Context: an optimization exercise on an open-source flow, tuned for small area and a short achievable clock period. The choices shown serve that exercise and are no tape-out recipe.
In this exercise RTL edits were held to simulation tests only and were not proved equivalent to the original.
Power figures rest on the tool's default switching activity, not on a simulated workload.

--- flow/flow/run.sh ---
#!/bin/bash
# The standard layout (standard.sh: ORFS from synthesis to the final
# layout), with one change: the buffers that ORFS puts on every input and
# output port are sky130_fd_sc_hd__buf_4 cells instead of the cell
# buffer_ports picks by itself (a slow delay cell). make's full output goes
# to standard.log; each ORFS step keeps its own log under orfs/logs.
set -euo pipefail
bash standard.sh 'BUFFER_PORTS_ARGS=-buffer_cell sky130_fd_sc_hd__buf_4' finish > standard.log 2>&1
--- flow/standard.sh ---
#!/bin/bash
# synth_recipe.tcl (not shown) runs the flow's synth.tcl, then flattens the netlist and writes it again
# the make line also repeats each setting of config.mk as NAME=value (left out here)
make -C /OpenROAD-flow-scripts/flow DESIGN_CONFIG=/design/flow/config.mk WORK_HOME=/design/flow/orfs CLKGATE_MAP_FILE= SYNTH_SCRIPT=/design/flow/synth_recipe.tcl "${@:-finish}"
--- flow/config.mk ---
export PLATFORM = sky130hd
export DESIGN_NAME = glorb_core
export DESIGN_NICKNAME = glorb_core
export VERILOG_FILES = /design/flow/design.v
export SDC_FILE = /design/flow/constraint.sdc
export NUM_CORES = 4
export LEC_CHECK = 0
export CAP_MARGIN = 20
export CORE_MARGIN = 2
export CORE_UTILIZATION = 65
export CTS_BUF_LIST = sky130_fd_sc_hd__clkbuf_8 sky130_fd_sc_hd__clkbuf_16
export CTS_CLUSTER_DIAMETER = 80
export CTS_CLUSTER_SIZE = 25
export PLACE_DENSITY = 0.75
export SETUP_SLACK_MARGIN = 2.0
export SLEW_MARGIN = 20
--- flow/constraint.sdc ---
create_clock -name core_clock -period 4.0 [get_ports {clk}]
set_input_delay 0.8000 -clock core_clock [delete_from_list [all_inputs] [get_ports {clk}]]
set_output_delay 0.8000 -clock core_clock [all_outputs]
set_load 0.01 [all_outputs]
--- flow/design.v ---
module glorb_fifo #(
    parameter WIDTH = 25,
    parameter HW    = 1
) (
    input  wire             clk,
    input  wire             rst_n,
    input  wire             push,
    input  wire [WIDTH-1:0] din,
    input  wire             pop,
    output wire [WIDTH-1:0] dout,
    output reg  [HW-1:0]    hd,          
    output reg              empty,
    output reg              avail,
    output wire             empty_nx,    
    output wire             avail_nx     
);
    reg [WIDTH-1:0] m0, m1, m2, m3;
    reg [3:0]       wr;    
    reg [3:0]       rd;    
    assign dout = ({WIDTH{rd[0]}} & m0) | ({WIDTH{rd[1]}} & m1) |
                  ({WIDTH{rd[2]}} & m2) | ({WIDTH{rd[3]}} & m3);
    always @(posedge clk) begin
        if (avail & wr[0]) m0 <= din;
        if (avail & wr[1]) m1 <= din;
        if (avail & wr[2]) m2 <= din;
        if (avail & wr[3]) m3 <= din;
    end
    wire [3:0] wr_n = {wr[2:0], wr[3]};
    wire [3:0] rd_n = {rd[2:0], rd[3]};
    wire       one   = |(rd_n & wr);      
    wire       three = |(wr_n & rd);      
    assign empty_nx = push ? 1'b0 : pop ? one : empty;
    assign avail_nx = pop ? 1'b1 : push ? ~three : (avail | empty);
    wire [WIDTH-1:0] dnext = ({WIDTH{rd_n[0]}} & m0) | ({WIDTH{rd_n[1]}} & m1) |
                             ({WIDTH{rd_n[2]}} & m2) | ({WIDTH{rd_n[3]}} & m3);
    always @(posedge clk) begin
        if (empty | (pop & one))
            hd <= din[WIDTH-1 -: HW];
        else if (pop)
            hd <= dnext[WIDTH-1 -: HW];
    end
    always @(posedge clk or negedge rst_n) begin
        if (!rst_n) begin
            wr    <= 4'b0001;
            rd    <= 4'b0001;
            empty <= 1'b1;
            avail <= 1'b0;
        end else begin
            if (push)
                wr <= wr_n;
            if (pop)
                rd <= rd_n;
            empty <= empty_nx;
            avail <= avail_nx;
        end
    end
endmodule
module glorb_frame_encoder #(
    parameter [7:0]  P_HEADER = 8'h0F,
    parameter [15:0] P_THR_HI = 16'd1807,
    parameter [15:0] P_THR_LO = 16'd240,
    parameter [15:0] P_AUX    = 16'd240,
    parameter [15:0] P_FILL   = 16'd0
) (
    input  wire [22:0] cmd,       
    input  wire [4:0]  sel,
    output reg  [7:0]  byte_out
);
    reg [15:0]  ch [0:15];
    reg [175:0] stream;
    reg [199:0] f;
    integer i, k;
    always @* begin
        for (i = 0; i < 16; i = i + 1)
            ch[i] = P_FILL;
        ch[0] = {5'd0, cmd[10:0]};
        ch[2] = {5'd0, cmd[21:11]};
        ch[4] = P_THR_HI;                        
        ch[5] = cmd[22] ? P_THR_HI : P_THR_LO;
        ch[6] = P_AUX;
        ch[7] = P_AUX;
        for (k = 0; k < 176; k = k + 1)
            stream[k] = ch[k / 11][k % 11];
        f          = 200'd0;
        f[7:0]     = P_HEADER;
        f[183:8]   = stream;
        f[199:184] = 16'h0000;
        case (sel)
            5'd0:    byte_out = f[15:8];
            5'd1:    byte_out = f[23:16];
            5'd2:    byte_out = f[31:24];
            5'd3:    byte_out = f[39:32];
            5'd4:    byte_out = f[47:40];
            5'd5:    byte_out = f[55:48];
            5'd6:    byte_out = f[63:56];
            5'd7:    byte_out = f[71:64];
            5'd8:    byte_out = f[79:72];
            5'd9:    byte_out = f[87:80];
            5'd10:   byte_out = f[95:88];
            5'd11:   byte_out = f[103:96];
            5'd12:   byte_out = f[111:104];
            5'd13:   byte_out = f[119:112];
            5'd14:   byte_out = f[127:120];
            5'd15:   byte_out = f[135:128];
            5'd16:   byte_out = f[143:136];
            5'd17:   byte_out = f[151:144];
            5'd18:   byte_out = f[159:152];
            5'd19:   byte_out = f[167:160];
            5'd20:   byte_out = f[175:168];
            5'd21:   byte_out = f[183:176];
            5'd22:   byte_out = f[191:184];
            5'd23:   byte_out = f[199:192];
            default: byte_out = 8'h00;
        endcase
    end
endmodule
module glorb_core (
    input  wire        clk,
    input  wire        rst_n,
    input  wire        l_valid,
    input  wire [35:0] l_data,
    output wire        l_ready,
    input  wire        r_valid,
    input  wire [35:0] r_data,
    output wire        r_ready,
    output wire [7:0]  tx_data,
    output wire        tx_valid,
    input  wire        tx_ready,
    input  wire        tx_err,
    output wire        st_l_fwd,
    output wire        st_l_armed,
    output wire        st_r_fwd,
    output wire        st_r_armed,
    output wire        st_mix_armed,
    output wire        st_mix_fwd,
    output wire        st_tx_failed,
    output wire        st_idle
);
    localparam [7:0] P_HEADER = 8'h0F;
    reg        l_fwd, l_armed;    
    reg        r_fwd, r_armed;
    reg        lt_fwd, lt_armed;  
    reg        rt_fwd, rt_armed;
    reg        arb_last;          
    reg        send;              
    reg        failed;            
    reg        txv;               
    reg        mix_armed, mix_fwd, idle;
    reg [4:0]  idx;               
    reg [22:0] cur;               
    reg [7:0]  txb;               
    function [2:0] apply;
        input [35:0] d;
        input        f;
        input        a;
        reg          f2, a2;
        begin
            a2 = d[34] ? ~a : a;
            case (d[33:32])
                2'b00:   f2 = f;
                2'b01:   f2 = 1'b1;
                2'b10:   f2 = 1'b0;
                default: f2 = ~f;
            endcase
            if (d[35])
                apply = {1'b0, f, a};
            else
                apply = {a2, f2, a2};
        end
    endfunction
    wire [2:0] l_app = apply(l_data, lt_fwd, lt_armed);
    wire [2:0] r_app = apply(r_data, rt_fwd, rt_armed);
    wire [24:0] ql_head, qr_head;
    wire [2:0]  ql_hd, qr_hd;        
    wire        ql_empty, ql_avail, qr_empty, qr_avail;
    wire        ql_empty_nx, qr_empty_nx;
    wire        take_l, take_r;
    wire l_push = l_valid & ql_avail;
    wire r_push = r_valid & qr_avail;
    glorb_fifo #(.WIDTH(25), .HW(3)) u_ql (
        .clk(clk), .rst_n(rst_n),
        .push(l_push), .din({l_app, l_data[26:16], l_data[10:0]}),
        .pop(take_l), .dout(ql_head), .hd(ql_hd),
        .empty(ql_empty), .avail(ql_avail),
        .empty_nx(ql_empty_nx), .avail_nx()
    );
    glorb_fifo #(.WIDTH(25), .HW(3)) u_qr (
        .clk(clk), .rst_n(rst_n),
        .push(r_push), .din({r_app, r_data[26:16], r_data[10:0]}),
        .pop(take_r), .dout(qr_head), .hd(qr_hd),
        .empty(qr_empty), .avail(qr_avail),
        .empty_nx(qr_empty_nx), .avail_nx()
    );
    assign l_ready = ql_avail;
    assign r_ready = qr_avail;
    wire        qc_empty, qc_avail, qc_empty_nx;
    wire [22:0] qc_head;
    wire sel_l = ~ql_empty & (qr_empty | arb_last);
    wire sel_r = ~qr_empty & (ql_empty | ~arb_last);
    wire go    = qc_avail | failed;           
    assign take_l = go & sel_l;
    assign take_r = go & sel_r;
    wire [21:0] w       = sel_l ? ql_head[21:0] : qr_head[21:0];
    wire        w_fwd   = sel_l ? ql_hd[1] : qr_hd[1];
    wire        qc_push = qc_avail & ~failed &
                          ((sel_l & ql_hd[2] & ~r_armed) |
                           (sel_r & qr_hd[2] & ~l_armed));
    wire l_fwd_nx   = take_l ? ql_hd[1] : l_fwd;
    wire l_armed_nx = take_l ? ql_hd[0] : l_armed;
    wire r_fwd_nx   = take_r ? qr_hd[1] : r_fwd;
    wire r_armed_nx = take_r ? qr_hd[0] : r_armed;
    always @(posedge clk or negedge rst_n) begin
        if (!rst_n) begin
            l_fwd     <= 1'b1;
            l_armed   <= 1'b0;
            r_fwd     <= 1'b1;
            r_armed   <= 1'b0;
            lt_fwd    <= 1'b1;
            lt_armed  <= 1'b0;
            rt_fwd    <= 1'b1;
            rt_armed  <= 1'b0;
            arb_last  <= 1'b1;
            mix_armed <= 1'b0;
            mix_fwd   <= 1'b1;
        end else begin
            if (l_push)
                {lt_fwd, lt_armed} <= l_app[1:0];
            if (r_push)
                {rt_fwd, rt_armed} <= r_app[1:0];
            l_fwd   <= l_fwd_nx;
            l_armed <= l_armed_nx;
            r_fwd   <= r_fwd_nx;
            r_armed <= r_armed_nx;
            if (take_l)
                arb_last <= 1'b0;
            if (take_r)
                arb_last <= 1'b1;
            mix_armed <= l_armed_nx | r_armed_nx;
            mix_fwd   <= (l_armed_nx & r_armed_nx) ? (l_fwd_nx | r_fwd_nx) :
                         l_armed_nx ? l_fwd_nx :
                         r_armed_nx ? r_fwd_nx : 1'b1;
        end
    end
    wire qc_pop = ~qc_empty & ~send;    
    glorb_fifo #(.WIDTH(23), .HW(1)) u_qc (
        .clk(clk), .rst_n(rst_n),
        .push(qc_push), .din({w_fwd, w[21:0]}),
        .pop(qc_pop), .dout(qc_head), .hd(),
        .empty(qc_empty), .avail(qc_avail),
        .empty_nx(qc_empty_nx), .avail_nx()
    );
    wire [7:0] nxt_byte;
    glorb_frame_encoder u_enc (
        .cmd(cur), .sel(idx), .byte_out(nxt_byte)
    );
    wire load    = ~qc_empty & ~send & ~failed;
    wire send_nx = send ? ~(tx_err | (tx_ready & (idx == 5'd24))) : load;
    always @(posedge clk) begin
        if (!send) begin
            cur <= qc_head;
            idx <= 5'd0;
            txb <= P_HEADER;
        end else if (tx_ready) begin
            idx <= idx + 5'd1;
            txb <= nxt_byte;
        end
    end
    always @(posedge clk or negedge rst_n) begin
        if (!rst_n) begin
            send   <= 1'b0;
            txv    <= 1'b0;
            failed <= 1'b0;
            idle   <= 1'b1;
        end else begin
            send <= send_nx;
            txv  <= send_nx;
            if (send & tx_err)
                failed <= 1'b1;
            idle <= ql_empty_nx & qr_empty_nx & qc_empty_nx & ~send_nx;
        end
    end
    assign tx_valid = txv;
    assign tx_data  = txb;
    assign st_l_fwd     = l_fwd;
    assign st_l_armed   = l_armed;
    assign st_r_fwd     = r_fwd;
    assign st_r_armed   = r_armed;
    assign st_mix_armed = mix_armed;
    assign st_mix_fwd   = mix_fwd;
    assign st_tx_failed = failed;
    assign st_idle      = idle;
endmodule
==> impl_metrics.yaml <==
critical_path:
  arrival_ns: 1.17
  cp_slowest_cell: "dfstp_2"
  cp.required_ns: 3.20
  cp-start-kind: "register"
  cp_top_family: "flip-flops"
  crit_start: "r_fwd"
  slowest_delay_ns: 0.55
  path_max_fanout: 2
  path_class: "reg -> out"
  reg2reg_from: "u_ql.rd[0]"
  endpoint_kind: "output pin"
  path_cells: "buf_6"
  cp.buffers_inverters: 1
synthesis:
  synth.distinct_cells: 64
  async_flop_share_pct: 11.6
  synth_area_um2: 14300
  synth_edf_count: 321
  synth-seq-cells: 378
  synth_area_per_cell_um2: 16.3
  synth.net_count: 964
  ys_seq_area_share_pct: 76.8
  synth_warnings: 5
  synth-main-ff-cell: "edfxtp_1"
  netlist_instances: 882
final_layout:
  stdcell_area_um2: 15800
  diodes: 0
  fillers: 1324
  num-nets-final: 1023
  area_growth_pct: 10.3
  final_cell_mix: "edfxtp_1 (321), a22oi_1 (152), buf_4 (87)"
  final_common_cell: "edfxtp_1"
  drive_gt1_share_pct: 21.1
place:
  dp_hpwl_um: 17400
  place_area_um2: 15100
  io_buffers: 76
  place_ws_ns: 1.79
  gp_congestion: 0.893
sta:
  relSlewSlack_pct: 58.2
  rsz0062_at_grt: "no"
  clock.fmax_ghz: 0.509
  tightest_slew_ns: 0.612
  whs_ns: 0.249
  drv_slew: 0
  finalSetupViolations: 0
  setup_tns_ns: 0
  setup_ws_ns: 2.03
  final-hold-violation-count: 0
  timing.final.crit_share_pct: 49.1
  skew_ns: 0.0234
  period_needed_ns: 1.97
clock_network:
  hold_buffers: 0
  cts_root_buf: "clkbuf_16"
  cts.sinks: 378
  clkLatencyLatePin_ns: 0.52
  cts_buffers: 19
  cts_tree: "yes"
  clkTransAtPathRegs_ns: 0.10
  cts_buffer_depth: 3
  ctsHtreeMaxLevel: 1
floorplan:
  die_area_um2: 23300
  fp.dieW_um: 153
  start_util_pct: 65.9
  row_count: 54
  pin_count: 97
  die_y_um: 153
  core_um2: 21800
routing:
  drcViolationCount: 0
  wl_um: 27500
  dr.first_iter.drc_count: 617
  drt-vias-per-instance: 6.51
  wl_per_cell_um: 22.4
  vias: 7997
  drtAntennaViolNets: 0
  first_pass_iters: 5
global_route:
  grt_pass1_wl_um: 42700
  grt_overflow: 0
  grt_usage_pct: 23.2
  grt_max_degree: 45
  antenna_found_initial: 0
  grt_pass1_vias: 7961
min_path:
  hold_class: "in -> async"
power:
  p_per_area_nw_per_um2: 422
  peakVddDrop_mv: 0.357
  p_total_mw: 6.67
  leakage_nw: 5.26
run:
  drv_cap: 0
status:
  status: "complete, no violations"
==> final timing paths <==
| kind | end | slack [ns] | depth (start not counted) |
|---|---|---|---|
| hold reg to reg | failed | 0.49 | 1 |
| setup / recovery | st_r_fwd | 2.03 | 1 |
| max in group asynchronous | u_ql.rd[2] | 3.31 | 1 |
| hold / removal | failed | 0.25 | 1 |
| setup reg to reg | u_qc.m1[8] | 2.04 | 3 |
| min in group core_clock | u_qr.m1[16] | 0.48 | 1 |
==> final cells by class <==
type                       count  area [um2]  share of cell area [%]
clock buffer                  19         475                    3.01
clock inverter                 9        53.8                   0.340
inverter                      15        56.3                   0.356
multi-input combinational    437        3130                    19.8
sequential                   378       11100                    69.9
tap                          280         350                    2.22
timing repair buffer          90         691                    4.37
==> logic make-up after synthesis <==
kind of cell               after synthesis  synth area share [%]
muxes                                   31                  2.41
DFF                                    378                  76.8
xor gates and xnor gates                10                 0.611
AOI/OAI and AO/OA                      241                  12.5
buffers and inverters                   67                  1.84
adders and majority gates                4                 0.349
and+or+nand+nor                        151                  5.42
==> routing by layer <==
metal / global-route usage, % / wire, um / vias to the layer above
li1: - / - / 3606
met1: 32.7 / 11300 / 4022
met2: 39.1 / 13800 / 318
met3: 3.75 / 1860 / 51
met4: 5.73 / 618 / 0
met5: 0 / 0 / -
==> registers in the layout, indices dropped and copies added (netlist names), 5 cells and up <==
name / count
cur: 23
idx: 5
txb: 8
u_qc.m0: 23
u_qc.m1: 23
u_qc.m2: 23
u_qc.m3: 23
u_ql.m0: 25
u_ql.m1: 25
u_ql.m2: 25
u_ql.m3: 25
u_qr.m0: 25
u_qr.m1: 25
u_qr.m2: 25
u_qr.m3: 25
==> cell usage after synthesis, types with 2 or more instances <==
| cell | n | area [um2] |
|---|---|---|
| and4_1 | 2 | 17.5 |
| nand2b_1 | 4 | 25.0 |
| xnor2_1 | 6 | 52.6 |
| mux2i_1 | 3 | 30.0 |
| xor2_1 | 4 | 35.0 |
| nor2b_1 | 9 | 56.3 |
| a22oi_1 | 152 | 1140 |
| a31o_2 | 2 | 17.5 |
| a31oi_1 | 24 | 150 |
| ha_1 | 4 | 50.1 |
| inv_1 | 15 | 56.3 |
| a22o_1 | 6 | 52.6 |
| a21oi_1 | 12 | 60.1 |
| nand4_1 | 2 | 12.5 |
| nand3_1 | 4 | 20.0 |
| nor2_1 | 14 | 52.6 |
| nand2_1 | 62 | 233 |
| clkbuf_1 | 46 | 173 |
| a21o_1 | 2 | 15.0 |
| a221oi_1 | 6 | 52.6 |
| buf_2 | 4 | 20.0 |
| a2bb2oi_1 | 3 | 26.3 |
| dfstp_2 | 16 | 420 |
| o21ai_0 | 6 | 30.0 |
| o21bai_1 | 2 | 15.0 |
| o21a_1 | 2 | 15.0 |
| a311oi_1 | 2 | 17.5 |
| dfxtp_1 | 13 | 260 |
| o22ai_1 | 2 | 12.5 |
| o221ai_1 | 4 | 35.0 |
| nor3_1 | 3 | 15.0 |
| mux2_2 | 28 | 315 |
| and2_1 | 13 | 81.3 |
| edfxtp_1 | 321 | 9640 |
| o211a_1 | 2 | 20.0 |
| or2_2 | 3 | 18.8 |
| and3_1 | 22 | 138 |
| nand3b_1 | 4 | 30.0 |
| dfrtp_1 | 28 | 701 |
==> repair_timing <==
item	4_1_cts	5_1_grt
gates resized for setup	17	19
pin swaps	0	0
setup buffers	2	2
endpoints found under the setup margin	115	44
==> power breakdown <==
group / total (mW) / switching (mW) / internal [mW]
Combinational: 0.280 / 0.160 / 0.120
Sequential: 4.38 / 0.0395 / 4.34
Clock: 2.01 / 1.13 / 0.880
==> through the flow <==
step	utilization, %	cells
after floorplan	-	882
after global placement	69.5	1195
after detailed placement	69.5	1195
after CTS	72.2	1225
after global routing	72.7	1228
final	72.7	1228

-- what the ideal ports hide --
No port has a modelled driver above. Below, the same layout with a new extraction and two added sets of constraints.
Step 1 assumes that a clkbuf_16 drives the clock port and a buf_2 every other input.
Step 2 adds t to the input delays and takes it off the output delays; t is the mean of the earliest and latest rising clock arrival at the registers after step 1. Input paths then give back, and output paths get back, about the clock's delay inside the block.
Three values: ideal ports, drivers, drivers and shift; two values: the first two.
t (ns): 0.553
setup slack, ns: 2.034 / 1.989 / 2.040
worst setup path at the end: register to register
worst register clock-pin slew, ns: 0.10 / 0.10
worst slew at a driven data input, ns: 0.07
After both steps setup and hold are still met in this run. For this run, drivers alone change the setup slack by -0.045 ns; drivers and shift together by +0.006 ns.
